This design comes from an exercise in tuning for a short achievable clock period and few clock cycles on the open sky130 flow, not from production work. Only simulation tests tie the RTL to the original design; equivalence was not proved. No activity file was given, so power comes from the tool's default toggle rates.

==> design.v <==
module uc1609_framer (
    input  wire        clk,
    input  wire        rst,           
    input  wire        req_valid,
    input  wire [31:0] req_word,
    output wire        req_ready,
    output reg         sts_valid,
    output reg  [1:0]  sts_kind,      
    output reg  [3:0]  sts_code,      
    output wire [3:0]  fault_code,
    output wire [31:0] fault_req,
    output reg         fm_re,
    output reg  [16:0] fm_addr,
    input  wire [7:0]  fm_rdata,
    input  wire [16:0] fm_size,
    output reg         ev_valid,
    output reg  [2:0]  ev_type,
    output reg  [7:0]  ev_data,
    input  wire        ev_ready
);
    localparam [2:0] EV_TXN_BEGIN = 3'd0, EV_TXN_END = 3'd1,
                     EV_CS_ASSERT = 3'd2, EV_CS_DEASSERT = 3'd3,
                     EV_CD_COMMAND = 3'd4, EV_CD_DATA = 3'd5,
                     EV_BYTE = 3'd6, EV_RESET_PULSE = 3'd7;
    localparam [1:0] ST_DONE = 2'd0, ST_FAULT = 2'd1, ST_REJECTED = 2'd2;
    localparam [3:0] F_ILLEGAL_OP = 4'd1, F_RESERVED = 4'd2, F_VALUE_RANGE = 4'd3,
                     F_OVERLAP = 4'd4, F_ADDR_RANGE = 4'd5, F_NO_FONT = 4'd6,
                     F_FONT_OOB = 4'd7, F_GLYPH_WIDTH = 4'd8, F_CURSOR_OVF = 4'd9;
    localparam [7:0] OP_SENDCMD = 8'h01, OP_SETCUR = 8'h02, OP_CONTRAST = 8'h03,
                     OP_SCROLL = 8'h04, OP_ROTATE = 8'h05, OP_INVERT = 8'h06,
                     OP_ALLON = 8'h07, OP_DISPEN = 8'h08, OP_SYSRST = 8'h09,
                     OP_HWRST = 8'h0A, OP_INIT = 8'h0B, OP_PWRDN = 8'h0C,
                     OP_CLEAR = 8'h0D, OP_SETFONT = 8'h0E, OP_SETSCALE = 8'h0F,
                     OP_SETAA = 8'h10, OP_PUTC = 8'h11, OP_PUTCAT = 8'h12;
    localparam [7:0] VBIAS_DEFAULT = 8'h49;
    localparam [2:0] D_IDLE = 3'd0, D_S1 = 3'd1, D_S2 = 3'd2, D_S3 = 3'd3,
                     D_S4 = 3'd4;
    localparam [3:0] E_IDLE = 4'd0, E_PULSE = 4'd1, E_TB = 4'd2, E_CSA = 4'd3,
                     E_FR = 4'd4, E_RUN = 4'd5, E_SR = 4'd6, E_SW1 = 4'd7,
                     E_SW2 = 4'd8, E_SP = 4'd9, E_CSD = 4'd10, E_TE = 4'd11,
                     E_STS = 4'd12;
    localparam [2:0] G_CMDS = 3'd0, G_CLR = 3'd1, G_REPOS = 3'd2,
                     G_GTOP = 3'd3, G_GBOT = 3'd4;
    localparam [1:0] T_NONE = 2'd0, T_PF = 2'd1, T_SLOW = 2'd2, T_FONT = 2'd3;
    function [15:0] stretch;
        input [7:0] b;
        integer i;
        begin
            stretch = 16'd0;
            for (i = 0; i < 8; i = i + 1) begin
                stretch[2*i]   = b[i];
                stretch[2*i+1] = b[i];
            end
        end
    endfunction
    function [191:0] build_buf;
        input [39:0] g;
        input        aa;
        reg [15:0] c   [0:11];
        reg [15:0] add [0:11];
        reg [7:0]  s;
        reg [3:0]  wl, wr;
        integer x, o;
        begin
            for (x = 0; x < 12; x = x + 1) begin
                s = (x < 2) ? 8'h00 : g[8*(x/2-1) +: 8];
                c[x] = stretch(s);
                add[x] = 16'd0;
            end
            if (aa) begin
                for (x = 1; x <= 10; x = x + 1) begin
                    for (o = 0; o <= 10; o = o + 2) begin
                        wl = c[x][o +: 4];
                        wr = c[x+1][o +: 4];
                        if (wl == 4'b1100 && wr == 4'b0011) begin
                            add[x][o+1]   = 1'b1;
                            add[x+1][o+2] = 1'b1;
                        end else if (wl == 4'b0011 && wr == 4'b1100) begin
                            add[x][o+2]   = 1'b1;
                            add[x+1][o+1] = 1'b1;
                        end
                    end
                end
            end
            for (x = 0; x < 12; x = x + 1) begin
                build_buf[8*x +: 8]      = c[x][7:0]  | add[x][7:0];
                build_buf[8*(x+12) +: 8] = c[x][15:8] | add[x][15:8];
            end
        end
    endfunction
    function [23:0] cursor_bytes;
        input [7:0] c;
        input [2:0] p;
        begin
            cursor_bytes = {5'b10110, p, 4'h1, c[7:4], 4'h0, c[3:0]};
        end
    endfunction
    reg        wv_q;
    reg        rdy_q;
    reg [31:0] w_q;
    assign req_ready = rdy_q;
    reg [15:0] col_q;
    reg [2:0]  row_q;
    reg        scale2_q;
    reg        aa_q;
    reg        font_valid_q;
    reg [15:0] fontbase_q;
    reg [7:0]  fw_q;
    reg [7:0]  ffirst_q;
    reg [7:0]  flast_q;
    reg [7:0]  contrast_q;
    reg [7:0]  orient_q;
    reg [3:0]  df_q;           
    reg [31:0] dfr_q;          
    reg [9:0]  adv_q;          
    reg [17:0] bf3_q;          
    reg [16:0] b4_q;           
    reg [16:0] lim_q;          
    reg        lim_neg_q;      
    reg [16:0] fm_size_q;
    reg        jv;
    reg        j_ev;           
    reg [1:0]  j_kind;
    reg [3:0]  j_code;
    reg        j_pulse, j_txn, j_cmds, j_clr, j_repos, j_glyph, j_bot, j_s2, j_aa;
    reg [71:0] j_cq;
    reg [3:0]  j_ncmd;
    reg [7:0]  j_rc;
    reg [2:0]  j_rr;
    reg [7:0]  j_gc;
    reg [2:0]  j_gr;
    reg [16:0] j_gaddr;
    reg [2:0]  j_nds;
    reg [7:0]  j_nslow;
    reg [1:0]  tag0_q, tag1_q;
    reg [2:0]  dst;
    reg [31:0] dw;
    wire [7:0] op = dw[31:24];
    wire [7:0] fa = dw[23:16];
    wire [7:0] fb = dw[15:8];
    wire [7:0] fc = dw[7:0];
    reg        s1_rej;
    reg [3:0]  s1_f;           
    reg        s1_char;
    reg [15:0] s1_ecol;
    reg [2:0]  s1_erow;
    reg        s1_cr, s1_lf, s1_tab, s1_bs, s1_prt;
    reg [7:0]  s1_gidx;
    reg        s1_gw;          
    reg [16:0] s1_hdr;         
    reg [11:0] s2_plo, s2_phi;
    reg [16:0] s2_tab;
    reg [15:0] s2_bs;
    reg [15:0] s2_colp;        
    reg [3:0]  s2_nl;
    reg        s2_ecol_ge;
    reg [3:0]  s2_f;           
    reg [15:0] s3_goff;
    reg [3:0]  s3_f;           
    reg        s3_tab_lt, s3_bs_lt;
    reg [1:0]  fr_iss, fr_got;
    reg [7:0]  h_fw, h_ff, h_fl;
    reg [3:0]  est;
    reg [2:0]  seg;
    reg [1:0]  ph;
    reg [3:0]  fn;
    reg [71:0] cq;
    reg [7:0]  rcnt;
    reg [2:0]  page;
    reg        e_txn, e_cmds, e_clr, e_repos, e_glyph, e_bot, e_s2, e_aa;
    reg [1:0]  e_kind;
    reg [3:0]  e_code;
    reg [7:0]  e_rc, e_gc;
    reg [2:0]  e_rr, e_gr;
    reg [2:0]  e_nds;
    reg [7:0]  e_nslow;
    reg [191:0] ds;
    reg [39:0] gb;
    reg [2:0]  pf_iss, pf_got;
    reg        pf_bld;
    reg [16:0] pf_addr;
    reg [7:0]  sb;
    reg        o_last;
    reg        s_v, s_ev, s_last;
    reg [2:0]  s_t;
    reg [7:0]  s_d;
    reg [1:0]  s_k;
    reg [3:0]  s_c;
    reg [3:0]  fo_code;
    reg [31:0] fo_req;
    assign fault_code = fo_code;
    assign fault_req  = fo_req;
    wire go = !s_v;
    reg        p_has, p_ev, p_last;
    reg [2:0]  p_t;
    reg [7:0]  p_d;
    always @(*) begin
        p_has  = 1'b1;
        p_ev   = 1'b1;
        p_last = 1'b0;
        p_t    = EV_BYTE;
        p_d    = 8'h00;
        case (est)
            E_PULSE: begin p_t = EV_RESET_PULSE; p_last = !e_txn; end
            E_TB:    p_t = EV_TXN_BEGIN;
            E_CSA:   p_t = EV_CS_ASSERT;
            E_FR: begin
                case (ph)
                    2'd0:    p_t = EV_CD_COMMAND;
                    2'd1:    p_d = cq[7:0];
                    default: p_t = EV_CD_DATA;
                endcase
            end
            E_RUN:   p_d = (seg == G_CLR) ? 8'h00 : ds[7:0];
            E_SP:    p_d = sb;
            E_CSD:   p_t = EV_CS_DEASSERT;
            E_TE:    begin p_t = EV_TXN_END; p_last = 1'b1; end
            E_STS:   begin p_ev = 1'b0; p_last = 1'b1; end
            default: p_has = 1'b0;
        endcase
    end
    wire p_push = p_has && go;
    wire e_end  = p_push && p_last;
    wire e_load = jv && (est == E_IDLE || e_end);
    wire e_pf_rd   = (pf_iss != 3'd5);
    wire e_slow_rd = (est == E_SR);
    wire d_font_rd = (dst != D_IDLE) && (op == OP_SETFONT) && (fr_iss != 2'd3);
    wire d_rd_ok   = !e_pf_rd && !e_slow_rd && d_font_rd;
    wire [16:0] font_rd_addr = {1'b0, fa, fb} + (fr_iss == 2'd0 ? 17'd0 :
                                         fr_iss == 2'd1 ? 17'd2 : 17'd3);
    reg [31:0] mask;
    always @(*) begin
        case (op)
            OP_SENDCMD, OP_SETCUR, OP_SETFONT:             mask = 32'hFF0000FF;
            OP_CONTRAST, OP_SCROLL, OP_ROTATE, OP_INVERT,
            OP_ALLON, OP_DISPEN, OP_SETSCALE, OP_SETAA,
            OP_PUTC:                                       mask = 32'hFF00FFFF;
            OP_PUTCAT:                                     mask = 32'hFF000000;
            default:                                       mask = 32'hFFFFFFFF;
        endcase
    end
    wire op_legal     = (op != 8'h00) && (op <= 8'h12);
    wire reserved_bad = ((dw & mask) != {op, 24'h000000});
    wire is_putcat    = (op == OP_PUTCAT);
    wire is_char      = (op == OP_PUTC) || is_putcat;
    wire c_cr  = (fa == 8'h0D);
    wire c_lf  = (fa == 8'h0A);
    wire c_tab = (fa == 8'h09);
    wire c_bs  = (fa == 8'h08);
    wire c_prt = !c_cr && !c_lf && !c_tab && !c_bs &&
                 (fa >= ffirst_q) && (fa <= flast_q);
    reg [3:0] f1;
    always @(*) begin
        f1 = 4'd0;
        if (!op_legal)
            f1 = F_ILLEGAL_OP;
        else if (reserved_bad)
            f1 = F_RESERVED;
        else begin
            case (op)
                OP_SENDCMD:  if ((fa & fb) != 8'h00) f1 = F_OVERLAP;
                OP_SETCUR:   if (fa >= 8'd192 || fb >= 8'd8) f1 = F_ADDR_RANGE;
                OP_SCROLL:   if (fa >= 8'd64) f1 = F_VALUE_RANGE;
                OP_ROTATE:   if ((fa & 8'hF9) != 8'h00) f1 = F_VALUE_RANGE;
                OP_INVERT, OP_ALLON, OP_DISPEN, OP_SETAA:
                             if (fa > 8'd1) f1 = F_VALUE_RANGE;
                OP_PUTCAT:   if (fb >= 8'd192 || fc >= 8'd8) f1 = F_ADDR_RANGE;
                default: ;
            endcase
            if (f1 == 4'd0 && is_char && !font_valid_q)
                f1 = F_NO_FONT;
        end
    end
    wire [17:0] hdr_last = {1'b0, s1_hdr} + 18'd3;
    reg  [3:0]  f2;
    always @(*) begin
        f2 = s1_f;
        if (f2 == 4'd0 && !s1_char && hdr_last >= {1'b0, fm_size_q} &&
            op == OP_SETFONT)
            f2 = F_FONT_OOB;
    end
    wire        g_oob  = (fw_q != 8'd0) && (lim_neg_q || {1'b0, s3_goff} >= lim_q);
    wire [16:0] gaddr4 = {1'b0, s3_goff} + b4_q;
    reg  [3:0]  f4;
    always @(*) begin
        f4 = s3_f;
        if (f4 == 4'd0 && s1_char && s1_prt && g_oob)
            f4 = F_FONT_OOB;
    end
    wire font_wait = (op == OP_SETFONT) && (fr_got != 2'd3);
    wire d_commit  = (dst == D_S4) && (!jv || e_load) && !font_wait;
    wire d_take    = wv_q && (dst == D_IDLE || d_commit);
    wire o_pop  = ev_valid && ev_ready;
    wire o_free = !ev_valid || ev_ready;
    wire o_bub  = o_pop && o_last;
    wire src_v  = s_v || p_push;
    wire src_ev   = s_v ? s_ev   : p_ev;
    wire src_last = s_v ? s_last : p_last;
    wire [2:0] src_t = s_v ? s_t : p_t;
    wire [7:0] src_d = s_v ? s_d : p_d;
    wire [1:0] src_k = s_v ? s_k : e_kind;
    wire [3:0] src_c = s_v ? s_c : e_code;
    wire take_src = o_free && !o_bub && src_v;
    function [82:0] next_seg;
        input [1:0]  lvl;
        input        cmds, clr, repos, glyph;
        input [3:0]  n;
        input [71:0] q;
        input [7:0]  rc;
        input [2:0]  rr;
        input [7:0]  gc;
        input [2:0]  gr;
        begin
            if (lvl == 2'd0 && cmds)
                next_seg = {E_FR, G_CMDS, n, q};
            else if (lvl <= 2'd1 && clr)
                next_seg = {E_FR, G_CLR, 4'd3, 48'd0, cursor_bytes(8'd0, 3'd0)};
            else if (lvl <= 2'd2 && repos)
                next_seg = {E_FR, G_REPOS, 4'd3, 48'd0, cursor_bytes(rc, rr)};
            else if (glyph)
                next_seg = {E_FR, G_GTOP, 4'd3, 48'd0, cursor_bytes(gc, gr)};
            else
                next_seg = {E_CSD, G_CMDS, 4'd3, q};
        end
    endfunction
    wire [82:0] nx0 = next_seg(2'd0, e_cmds, e_clr, e_repos, e_glyph, fn, cq, e_rc, e_rr, e_gc, e_gr);
    wire [82:0] nx1 = next_seg(2'd1, e_cmds, e_clr, e_repos, e_glyph, fn, cq, e_rc, e_rr, e_gc, e_gr);
    wire [82:0] nx2 = next_seg(2'd2, e_cmds, e_clr, e_repos, e_glyph, fn, cq, e_rc, e_rr, e_gc, e_gr);
    wire [82:0] nx3 = next_seg(2'd3, e_cmds, e_clr, e_repos, e_glyph, fn, cq, e_rc, e_rr, e_gc, e_gr);
    always @(posedge clk) begin
        fm_size_q <= fm_size;
        adv_q     <= scale2_q ? ({1'b0, fw_q, 1'b0} + 10'd2) : ({2'b00, fw_q} + 10'd1);
        bf3_q     <= {2'b00, fontbase_q} + {10'd0, fw_q} + 18'd3;
        b4_q      <= {1'b0, fontbase_q} + 17'd4;
        lim_q     <= fm_size_q - bf3_q[16:0];
        lim_neg_q <= (bf3_q >= {1'b0, fm_size_q});
        s1_rej    <= (df_q != 4'd0);
        s1_f      <= f1;
        s1_char   <= is_char;
        s1_ecol   <= is_putcat ? {8'h00, fb} : col_q;
        s1_erow   <= is_putcat ? fc[2:0] : row_q;
        s1_cr     <= c_cr;
        s1_lf     <= c_lf;
        s1_tab    <= c_tab;
        s1_bs     <= c_bs;
        s1_prt    <= c_prt;
        s1_gidx   <= fa - ffirst_q;
        s1_gw     <= scale2_q && (fw_q != 8'd5);
        s1_hdr    <= {1'b0, fa, fb};
        s2_plo     <= s1_gidx * fw_q[3:0];
        s2_phi     <= s1_gidx * fw_q[7:4];
        s2_tab     <= {1'b0, s1_ecol} + {5'b0, adv_q, 2'b00};
        s2_bs      <= (s1_ecol >= {6'b0, adv_q}) ? (s1_ecol - {6'b0, adv_q}) : 16'd0;
        s2_colp    <= s1_ecol + {6'b0, adv_q};
        s2_nl      <= {1'b0, s1_erow} + (scale2_q ? 4'd2 : 4'd1);
        s2_ecol_ge <= (s1_ecol >= 16'd192);
        s2_f       <= (s1_f == 4'd0 && s1_char && s1_prt && s1_gw) ? F_GLYPH_WIDTH : f2;
        s3_goff   <= {4'b0, s2_plo} + {s2_phi, 4'b0};
        s3_tab_lt <= (s2_tab[15:0] < 16'd192);
        s3_bs_lt  <= (s2_bs < 16'd192);
        s3_f      <= (s1_f == 4'd0 && s1_char && s1_tab && s2_tab[16]) ? F_CURSOR_OVF : s2_f;
        tag1_q <= rst ? T_NONE : tag0_q;
        if (tag1_q == T_PF)
            gb <= {fm_rdata, gb[39:8]};
        if (tag1_q == T_SLOW)
            sb <= fm_rdata;
        if (tag1_q == T_FONT) begin
            case (fr_got)
                2'd0:    h_fw <= fm_rdata;
                2'd1:    h_ff <= fm_rdata;
                default: h_fl <= fm_rdata;
            endcase
        end
        if (pf_bld)
            ds <= e_s2 ? build_buf(gb, e_aa) : {144'd0, gb, 8'h00};
        else if (est == E_RUN && p_push && seg != G_CLR)
            ds <= {8'h00, ds[191:8]};
        if (take_src && src_ev) begin
            ev_type <= src_t;
            ev_data <= src_d;
            o_last  <= src_last;
        end
        if (!(take_src) && p_push) begin
            s_ev   <= p_ev;
            s_last <= p_last;
            s_t    <= p_t;
            s_d    <= p_d;
            s_k    <= e_kind;
            s_c    <= e_code;
        end
        if (d_take)
            dw <= w_q;
        if (!(wv_q) && req_valid && rdy_q)
            w_q <= req_word;
        if (rst) begin
            wv_q         <= 1'b0;
            rdy_q        <= 1'b1;
            col_q        <= 16'd0;
            row_q        <= 3'd0;
            scale2_q     <= 1'b0;
            aa_q         <= 1'b0;
            font_valid_q <= 1'b0;
            contrast_q   <= VBIAS_DEFAULT;
            orient_q     <= 8'h00;
            df_q         <= 4'd0;
            dfr_q        <= 32'd0;
            jv           <= 1'b0;
            dst          <= D_IDLE;
            fr_iss       <= 2'd3;
            fr_got       <= 2'd3;
            est          <= E_IDLE;
            pf_iss       <= 3'd5;
            pf_got       <= 3'd0;
            pf_bld       <= 1'b0;
            fm_re        <= 1'b0;
            fm_addr      <= 17'd0;
            tag0_q       <= T_NONE;
            ev_valid     <= 1'b0;
            s_v          <= 1'b0;
            sts_valid    <= 1'b0;
            sts_kind     <= ST_DONE;
            sts_code     <= 4'd0;
            fo_code      <= 4'd0;
            fo_req       <= 32'd0;
        end else begin
            if (!wv_q && req_valid && rdy_q) begin
                wv_q  <= 1'b1;
                rdy_q <= 1'b0;
            end else if (d_take) begin
                wv_q  <= 1'b0;
                rdy_q <= 1'b1;
            end
            fm_re  <= 1'b0;
            tag0_q <= T_NONE;
            if (e_pf_rd) begin
                fm_re   <= 1'b1;
                fm_addr <= pf_addr;
                tag0_q  <= T_PF;
            end else if (e_slow_rd) begin
                fm_re   <= 1'b1;
                fm_addr <= pf_addr;
                tag0_q  <= T_SLOW;
            end else if (d_rd_ok) begin
                fm_re   <= 1'b1;
                fm_addr <= font_rd_addr;
                tag0_q  <= T_FONT;
            end
            if (d_rd_ok)
                fr_iss <= fr_iss + 2'd1;
            if (tag1_q == T_FONT)
                fr_got <= fr_got + 2'd1;
            case (dst)
                D_IDLE: ;
                D_S1:   dst <= D_S2;
                D_S2:   dst <= D_S3;
                D_S3:   dst <= D_S4;
                default: ;
            endcase
            if (d_commit) begin
                dst <= D_IDLE;
                jv  <= 1'b1;
                j_ev    <= 1'b0;
                j_kind  <= ST_DONE;
                j_code  <= 4'd0;
                j_pulse <= 1'b0;
                j_txn   <= 1'b0;
                j_cmds  <= 1'b0;
                j_clr   <= 1'b0;
                j_repos <= 1'b0;
                j_glyph <= 1'b0;
                j_bot   <= 1'b0;
                j_s2    <= scale2_q;
                j_aa    <= aa_q;
                j_ncmd  <= 4'd1;
                j_gaddr <= gaddr4;
                j_nds   <= (fw_q > 8'd5) ? 3'd6 : fw_q[2:0] + 3'd1;
                j_nslow <= (fw_q > 8'd5) ? fw_q - 8'd5 : 8'd0;
                case (op)
                    OP_SENDCMD:  j_cq <= {64'd0, fa | fb};
                    OP_CONTRAST: j_cq <= {56'd0, fa, 8'h81};
                    OP_SCROLL:   j_cq <= {64'd0, 8'h40 | fa};
                    OP_ROTATE:   j_cq <= {64'd0, 8'hC0 | fa};
                    OP_INVERT:   j_cq <= {64'd0, 8'hA6 | fa};
                    OP_ALLON:    j_cq <= {64'd0, 8'hA4 | fa};
                    OP_DISPEN:   j_cq <= {64'd0, 8'hAE | fa};
                    OP_SYSRST:   j_cq <= {64'd0, 8'hE2};
                    OP_PWRDN:    j_cq <= {64'd0, 8'hAE};
                    default:     j_cq <= {8'hC0 | orient_q, 8'hAF, contrast_q, 8'h81,
                                          8'h2F, 8'hEB, 8'hA1, 8'h8A, 8'h27};
                endcase
                if (op == OP_CONTRAST) j_ncmd <= 4'd2;
                if (op == OP_INIT)     j_ncmd <= 4'd9;
                if (s1_rej) begin
                    j_kind <= ST_REJECTED;
                end else if (f4 != 4'd0) begin
                    df_q   <= f4;
                    dfr_q  <= dw;
                    j_kind <= ST_FAULT;
                    j_code <= f4;
                end else begin
                    case (op)
                        OP_SENDCMD, OP_SCROLL, OP_ROTATE, OP_INVERT, OP_ALLON,
                        OP_DISPEN, OP_SYSRST, OP_CONTRAST: begin
                            j_ev   <= 1'b1;
                            j_txn  <= 1'b1;
                            j_cmds <= 1'b1;
                        end
                        OP_INIT, OP_PWRDN: begin
                            j_ev    <= 1'b1;
                            j_pulse <= 1'b1;
                            j_txn   <= 1'b1;
                            j_cmds  <= 1'b1;
                        end
                        OP_HWRST: begin
                            j_ev    <= 1'b1;
                            j_pulse <= 1'b1;
                        end
                        default: ;
                    endcase
                    case (op)
                        OP_SETCUR: begin
                            col_q   <= {8'h00, fa};
                            row_q   <= fb[2:0];
                            j_rc    <= fa;
                            j_rr    <= fb[2:0];
                            j_ev    <= 1'b1;
                            j_txn   <= 1'b1;
                            j_repos <= 1'b1;
                        end
                        OP_CONTRAST: contrast_q <= fa;
                        OP_ROTATE:   orient_q   <= fa;
                        OP_CLEAR: begin
                            col_q <= 16'd0;
                            row_q <= 3'd0;
                            j_ev  <= 1'b1;
                            j_txn <= 1'b1;
                            j_clr <= 1'b1;
                        end
                        OP_SETFONT: begin
                            fontbase_q   <= {fa, fb};
                            fw_q         <= h_fw;
                            ffirst_q     <= h_ff;
                            flast_q      <= h_fl;
                            font_valid_q <= 1'b1;
                        end
                        OP_SETSCALE: begin
                            if (fa == 8'd1) scale2_q <= 1'b0;
                            if (fa == 8'd2) scale2_q <= 1'b1;
                        end
                        OP_SETAA: aa_q <= fa[0];
                        OP_PUTC, OP_PUTCAT: begin
                            col_q <= s1_ecol;
                            row_q <= s1_erow;
                            if (s1_cr) begin
                                col_q <= 16'd0;
                            end else if (s1_lf) begin
                                if (s2_nl[3]) begin
                                    col_q   <= 16'd0;
                                    row_q   <= 3'd0;
                                    j_clr   <= 1'b1;
                                    j_repos <= 1'b1;
                                    j_rc    <= 8'd0;
                                    j_rr    <= 3'd0;
                                    j_ev    <= 1'b1;
                                    j_txn   <= 1'b1;
                                end else begin
                                    row_q <= s2_nl[2:0];
                                    j_rc  <= s1_ecol[7:0];
                                    j_rr  <= s2_nl[2:0];
                                    if (!s2_ecol_ge) begin
                                        j_repos <= 1'b1;
                                        j_ev    <= 1'b1;
                                        j_txn   <= 1'b1;
                                    end
                                end
                            end else if (s1_tab) begin
                                col_q <= s2_tab[15:0];
                                j_rc  <= s2_tab[7:0];
                                j_rr  <= s1_erow;
                                if (s3_tab_lt) begin
                                    j_repos <= 1'b1;
                                    j_ev    <= 1'b1;
                                    j_txn   <= 1'b1;
                                end
                            end else if (s1_bs) begin
                                col_q <= s2_bs;
                                j_rc  <= s2_bs[7:0];
                                j_rr  <= s1_erow;
                                if (s3_bs_lt) begin
                                    j_repos <= 1'b1;
                                    j_ev    <= 1'b1;
                                    j_txn   <= 1'b1;
                                end
                            end else if (s1_prt) begin
                                j_glyph <= 1'b1;
                                j_ev    <= 1'b1;
                                j_txn   <= 1'b1;
                                if (s2_ecol_ge) begin
                                    j_repos <= 1'b1;
                                    j_rc    <= 8'd0;
                                    j_gc    <= 8'd0;
                                    col_q   <= {6'd0, adv_q};
                                    if (s2_nl[3]) begin
                                        j_clr <= 1'b1;
                                        row_q <= 3'd0;
                                        j_rr  <= 3'd0;
                                        j_gr  <= 3'd0;
                                        j_bot <= 1'b1;
                                    end else begin
                                        row_q <= s2_nl[2:0];
                                        j_rr  <= s2_nl[2:0];
                                        j_gr  <= s2_nl[2:0];
                                        j_bot <= (s2_nl[2:0] != 3'd7);
                                    end
                                end else begin
                                    j_gc  <= s1_ecol[7:0];
                                    j_gr  <= s1_erow;
                                    j_bot <= (s1_erow != 3'd7);
                                    col_q <= s2_colp;
                                end
                            end
                        end
                        default: ;
                    endcase
                end
            end else if (e_load) begin
                jv <= 1'b0;
            end
            if (d_take) begin
                dst    <= D_S1;
                fr_iss <= 2'd0;
                fr_got <= 2'd0;
            end
            pf_bld <= 1'b0;
            if (e_pf_rd) begin
                pf_iss  <= pf_iss + 3'd1;
                pf_addr <= pf_addr + 17'd1;
            end
            if (e_slow_rd)
                pf_addr <= pf_addr + 17'd1;
            if (tag1_q == T_PF) begin
                pf_got <= pf_got + 3'd1;
                if (pf_got == 3'd4)
                    pf_bld <= 1'b1;
            end
            if (p_push) begin
                case (est)
                    E_PULSE: est <= e_txn ? E_TB : E_IDLE;
                    E_TB:    est <= E_CSA;
                    E_CSA: begin
                        {est, seg, fn, cq} <= nx0;
                        ph <= 2'd0;
                        page <= 3'd0;
                    end
                    E_FR: begin
                        if (ph != 2'd2) begin
                            ph <= ph + 2'd1;
                        end else begin
                            ph <= 2'd0;
                            cq <= {8'h00, cq[71:8]};
                            fn <= fn - 4'd1;
                            if (fn == 4'd1) begin
                                case (seg)
                                    G_CMDS: begin
                                        {est, seg, fn, cq} <= nx1;
                                    end
                                    G_REPOS: begin
                                        {est, seg, fn, cq} <= nx3;
                                    end
                                    G_CLR: begin
                                        est  <= E_RUN;
                                        rcnt <= 8'd192;
                                    end
                                    G_GTOP: begin
                                        est  <= E_RUN;
                                        rcnt <= e_s2 ? 8'd12 : {5'd0, e_nds};
                                    end
                                    default: begin
                                        est  <= E_RUN;
                                        rcnt <= 8'd12;
                                    end
                                endcase
                            end
                        end
                    end
                    E_RUN: begin
                        rcnt <= rcnt - 8'd1;
                        if (rcnt == 8'd1) begin
                            case (seg)
                                G_CLR: begin
                                    if (page != 3'd7) begin
                                        page <= page + 3'd1;
                                        cq   <= {48'd0, cursor_bytes(8'd0, page + 3'd1)};
                                        fn   <= 4'd3;
                                        est  <= E_FR;
                                    end else begin
                                        {est, seg, fn, cq} <= nx2;
                                    end
                                end
                                G_GTOP: begin
                                    if (e_s2) begin
                                        if (e_bot) begin
                                            seg <= G_GBOT;
                                            cq  <= {48'd0, cursor_bytes(e_gc, e_gr + 3'd1)};
                                            fn  <= 4'd3;
                                            est <= E_FR;
                                        end else begin
                                            est <= E_CSD;
                                        end
                                    end else begin
                                        est <= (e_nslow != 8'd0) ? E_SR : E_CSD;
                                    end
                                end
                                default: est <= E_CSD;
                            endcase
                        end
                    end
                    E_SP: begin
                        e_nslow <= e_nslow - 8'd1;
                        est     <= (e_nslow == 8'd1) ? E_CSD : E_SR;
                    end
                    E_CSD: est <= E_TE;
                    default: est <= E_IDLE;    
                endcase
            end
            case (est)
                E_SR:  est <= E_SW1;
                E_SW1: est <= E_SW2;
                E_SW2: est <= E_SP;
                default: ;
            endcase
            if (e_load) begin
                e_txn   <= j_txn;
                e_cmds  <= j_cmds;
                e_clr   <= j_clr;
                e_repos <= j_repos;
                e_glyph <= j_glyph;
                e_bot   <= j_bot;
                e_s2    <= j_s2;
                e_aa    <= j_aa;
                e_kind  <= j_kind;
                e_code  <= j_code;
                e_rc    <= j_rc;
                e_rr    <= j_rr;
                e_gc    <= j_gc;
                e_gr    <= j_gr;
                e_nds   <= j_nds;
                e_nslow <= j_nslow;
                cq      <= j_cq;
                fn      <= j_ncmd;
                est     <= !j_ev ? E_STS : j_pulse ? E_PULSE : E_TB;
                if (j_glyph) begin
                    pf_iss  <= 3'd0;
                    pf_got  <= 3'd0;
                    pf_addr <= j_gaddr;
                end
            end
            sts_valid <= 1'b0;
            if (o_bub) begin
                sts_valid <= 1'b1;
                sts_kind  <= ST_DONE;
                sts_code  <= 4'd0;
            end
            if (take_src) begin
                ev_valid <= src_ev;
                if (!src_ev) begin
                    sts_valid <= 1'b1;
                    sts_kind  <= src_k;
                    sts_code  <= src_c;
                    if (src_k == ST_FAULT) begin
                        fo_code <= df_q;
                        fo_req  <= dfr_q;
                    end
                end
                if (s_v) s_v <= 1'b0;
            end else begin
                if (o_free) ev_valid <= 1'b0;
                if (p_push) s_v <= 1'b1;
            end
        end
    end
endmodule
==> run.sh <==
#!/bin/bash
# synth_recipe.tcl (not shown) runs the flow's synth.tcl, then flattens the netlist and writes it again
# the make line also repeats each setting of config.mk as NAME=value (left out here)
make -C /OpenROAD-flow-scripts/flow DESIGN_CONFIG=/design/flow/config.mk WORK_HOME=/design/flow/orfs CLKGATE_MAP_FILE= SYNTH_SCRIPT=/design/flow/synth_recipe.tcl finish
==> config.mk <==
export PLATFORM = sky130hd
export DESIGN_NAME = uc1609_framer
export DESIGN_NICKNAME = uc1609_framer
export VERILOG_FILES = /design/flow/design.v
export SDC_FILE = /design/flow/constraint.sdc
export NUM_CORES = 4
export LEC_CHECK = 0
export CAP_MARGIN = 20
export CORE_MARGIN = 2
export CORE_UTILIZATION = 40
export SLEW_MARGIN = 20
==> constraint.sdc <==
create_clock -name core_clock -period 12.0 [get_ports {clk}]
set_input_delay 2.4000 -clock core_clock [delete_from_list [all_inputs] [get_ports {clk}]]
set_output_delay 2.4000 -clock core_clock [all_outputs]
set_load 0.01 [all_outputs]
==> results.tsv <==
stage	metric	value	unit
clocking	H-tree lvl count	3	
place	dpl ws	6.561	ns
logic_synthesis	synthesized net count	5031	
outcome	status	no timing/DRC/antenna violations	
floorplanning	FP Rows	130	
grt	largest net degree at the start of global routing	181	
place	I/O Buffers	134	
sta	Slew HR	23.32	%
cells_and_area	share of post-route cells with drive strength above 1	7.749	%
grt	met3 Use GR	3.046	%
cells_and_area	post-route cell area	57330	um^2
grt	met2 usage	32.08	%
worst_setup_path	Crit-path slowest cell	buf_4	
logic_synthesis	Top FF cell, synth	edfxtp_1	
cells_and_area	P&R area growth vs syn	13.96	%
clocking	clock latency on the worst-skew pair	0.74	ns
sta	Tmin final	4.747	ns
place	Area after DPL	53280	um^2
logic_synthesis	Netlist Area Pre-Place	50310	um^2
sta	# setup viols final	0	
clocking	total CTS buffers	110	
sta	skew final	0.04423	ns
floorplanning	die span in y	358.6	um
power_and_ir_drop	Total Power	8.794	mW
power_and_ir_drop	Max IR drop VDD	0.0001162	V
sta	Slew @ Worst Pin	1.138	ns
sta	final-report hold violation count	0	
route	final WL	141100	um
floorplanning	Die ar.	128600	um^2
floorplanning	DIE WIDTH	358.6	um
route	via-per-instance ratio	5.589	
worst_setup_path	CP max stage delay	0.62	ns
worst_hold_path	Hold Path Class	register to register	
clocking	Hold Buf Count CTS	0	
grt	GR Util met1	32.05	%
sta	setup_tns	0	ns
worst_setup_path	WP data arrival	5.09	ns
worst_setup_path	CP Launch Type	primary input	
floorplanning	I/O pin count	135	
power_and_ir_drop	Leakage Power	21.60	nW
logic_synthesis	area leader, netlist	edfxtp_1	
worst_setup_path	CP Class	primary input to register	
grt	initial antenna violation count	5	
route	DR WL/cell	21.66	um
sta	RSZ-0062 raised after global routing	no	
sta	Final Cycle Share	39.56	%
logic_synthesis	largest cells by area after synthesis	edfxtp_1 38%, dfxtp_1 16%, ha_1 5.4%, nand2_1 3.0%, nor2_1 3.0%	
logic_synthesis	Synth Instances	4720	
sta	WHS	0.3183	ns
place	DP HPWL	98300	um
worst_setup_path	Most common cell on crit path	buf_4	
logic_synthesis	Yosys reg bits	1043	
worst_setup_path	Worst setup EP type	register	
logic_synthesis	count leader, synth	edfxtp_1	
route	via count	36419	
floorplanning	initial core utilization	40.17	%
clocking	CTS tree	done	
logic_synthesis	Post-synth top cells	643 x edfxtp_1, 406 x nand2_1, 403 x nor2_1	
grt	vias in the first global route	34113	
grt	Total GRT Usage	21.71	%
logic_synthesis	Synth cell types	102	
clocking	clk buf depth	3	
cells_and_area	nets	5079	
logic_synthesis	async set-reset flop share out of synthesis	0	%
clocking	clock tree root buffer cell	clkbuf_16	
route	DRC viols	0	
clocking	postcts setup bufs	0	
power_and_ir_drop	PwrDens	153.4	nW/um^2
place	GPL Wtd Cong	0.9169	
route	DRT iter0 DRCs	3808	
sta	Final Max Slew Viols	0	
logic_synthesis	Synth top area share	38.38	%
route	Final ANT Viol Nets	0	
route	drt first pass iters	6	
sta	maximum clock rate	0.2106	GHz
grt	GRT Residual Overflow	0	
grt	global routing's busiest layer	met2	
clocking	Sink Count	1043	
logic_synthesis	Ys Warns	3	
logic_synthesis	Post-synth EDFFs	643	
sta	worst setup margin	7.253	ns
flow_run	Max-Cap Viols	0	
worst_setup_path	Worst Path Max Fanout	60	
logic_synthesis	syn_area_per_cell	10.66	um^2
clocking	CTS clk-pin slew, worst paths	0.07	ns
worst_setup_path	CP cell instances	buf_4 > inv_4 > buf_4 > nand2_1 > nor3_2 > buf_4	
floorplanning	core area	125200	um^2
worst_setup_path	worst path required time	12.34	ns
clocking	CTS-repair resized insts	0	
grt	first-pass GRT wire length	213800	um
logic_synthesis	post-synthesis sequential area ratio	54.30	%
-- per-stage QoR --
stage / utilization [%] / cells
2_1_floorplan: - / 4720
3_3_place_gp: 42.51 / 6303
3_5_place_dp: 42.54 / 6305
4_1_cts: 45.74 / 6514
5_1_grt: 45.77 / 6515
6_report: 45.78 / 6516
-- final timing paths --
kind / startpoint / to / slack (ns) / cells after the start
worst min register to register: s2_plo[2] / s3_goff[2] / 0.32 / 0
worst max-delay path: rst / fontbase_q[15] / 7.25 / 6
worst min-delay path: s2_plo[2] / s3_goff[2] / 0.32 / 0
worst max register to register: est[0] / ds[69] / 7.51 / 6
-- power breakdown --
| group | leakage [nW] | switching, mW | internal [mW] | total, mW |
|---|---|---|---|---|
| Clock | 1.91 | 1.51 | 2.19 | 3.70 |
| Sequential | 9.20 | 0.145 | 3.95 | 4.10 |
| Combinational | 10.5 | 0.599 | 0.392 | 0.991 |
-- state kept, by name, indices dropped and copies added, names as in the netlist, 17 cells and up, named ones only --
| name | cells |
|---|---|
| gb | 40 |
| lim_q | 17 |
| fm_size_q | 17 |
| dw | 32 |
| fo_req | 32 |
| j_gaddr | 17 |
| cq | 72 |
| bf3_q | 17 |
| j_cq | 31 |
| dfr_q | 32 |
| ds | 180 |
| b4_q | 17 |
| fm_addr | 17 |
| w_q | 32 |
| s2_tab | 17 |
| pf_addr | 17 |
-- placed cells by master (no fill, tap or decap), types with 113 or more instances in the layout --
| cell | instances |
|---|---|
| a21oi_1 | 260 |
| clkbuf_16 | 113 |
| clkdlybuf4s50_1 | 133 |
| dfxtp_1 | 399 |
| edfxtp_1 | 643 |
| ha_1 | 216 |
| inv_1 | 280 |
| nand2_1 | 405 |
| nor2_1 | 399 |
| nor2b_1 | 125 |
| o21ai_0 | 217 |
-- layout make-up --
class | instances | area [um^2]
repair buffers | 204 | 1907
well taps | 1650 | 2064
clock buffers | 135 | 2980
clock inverters | 74 | 1016
multi-input cells | 3122 | 20960
fillers | 11615 | 67910
diodes | 1 | 2.502
inverters | 287 | 1081
flip-flops and latches | 1043 | 27320
-- layer usage --
metal	share of wire, %	wire length, um	up-vias
li1	-	-	17191
met3	6.6	9319	245
met4	3.7	5224	0
met5	0	0	-
met2	43	60930	1193
met1	47	65630	17790
-- logic make-up (layout without fill, tap and decap cells) --
family	count (synthesis)	after routing	share of synthesized area [%]
multiplexers	167	167	3.489
XOR/XNOR	172	172	2.994
other	0	1	0
flip-flops	1043	1043	54.30
buffers and inverters	555	700	4.335
adder cells (fa/ha/maj)	251	251	6.745
AO/OA/AOI/OAI	1071	1071	14.15
AND/OR/NAND/NOR	1461	1461	13.98
-- critical path: cells and delay by family --
family / cells / cell delay (ns)
buf+inv: 4 / 1.98
simple gates: 2 / 0.53
Testbench counts, summed over its fixed seeds: cycles 127,298.

-- re-timing with driven ports --
How much do the figures lean on ideal ports? The routed layout below was timed once more, with nothing changed but the port constraints.
Step 1 assumes that a clkbuf_16 drives the clock port and a buf_2 every other input.
Step 2 times the ports against the registers' clock, not the clock port: input delays grow and output delays shrink by t, the midpoint of the rising clock arrivals with the driver on.
Three values: ideal, step 1, step 2; two values: the first two.
t (ns): 0.796
setup slack, ns: 7.253 / 7.305 / 6.508
latest minus earliest clock arrival (ns): 0.047 / 0.047
cell pins on the clock port's net: 1
After both steps this run still meets setup and hold. For this run, drivers alone change the setup slack by +0.052 ns; drivers and shift together by -0.745 ns.
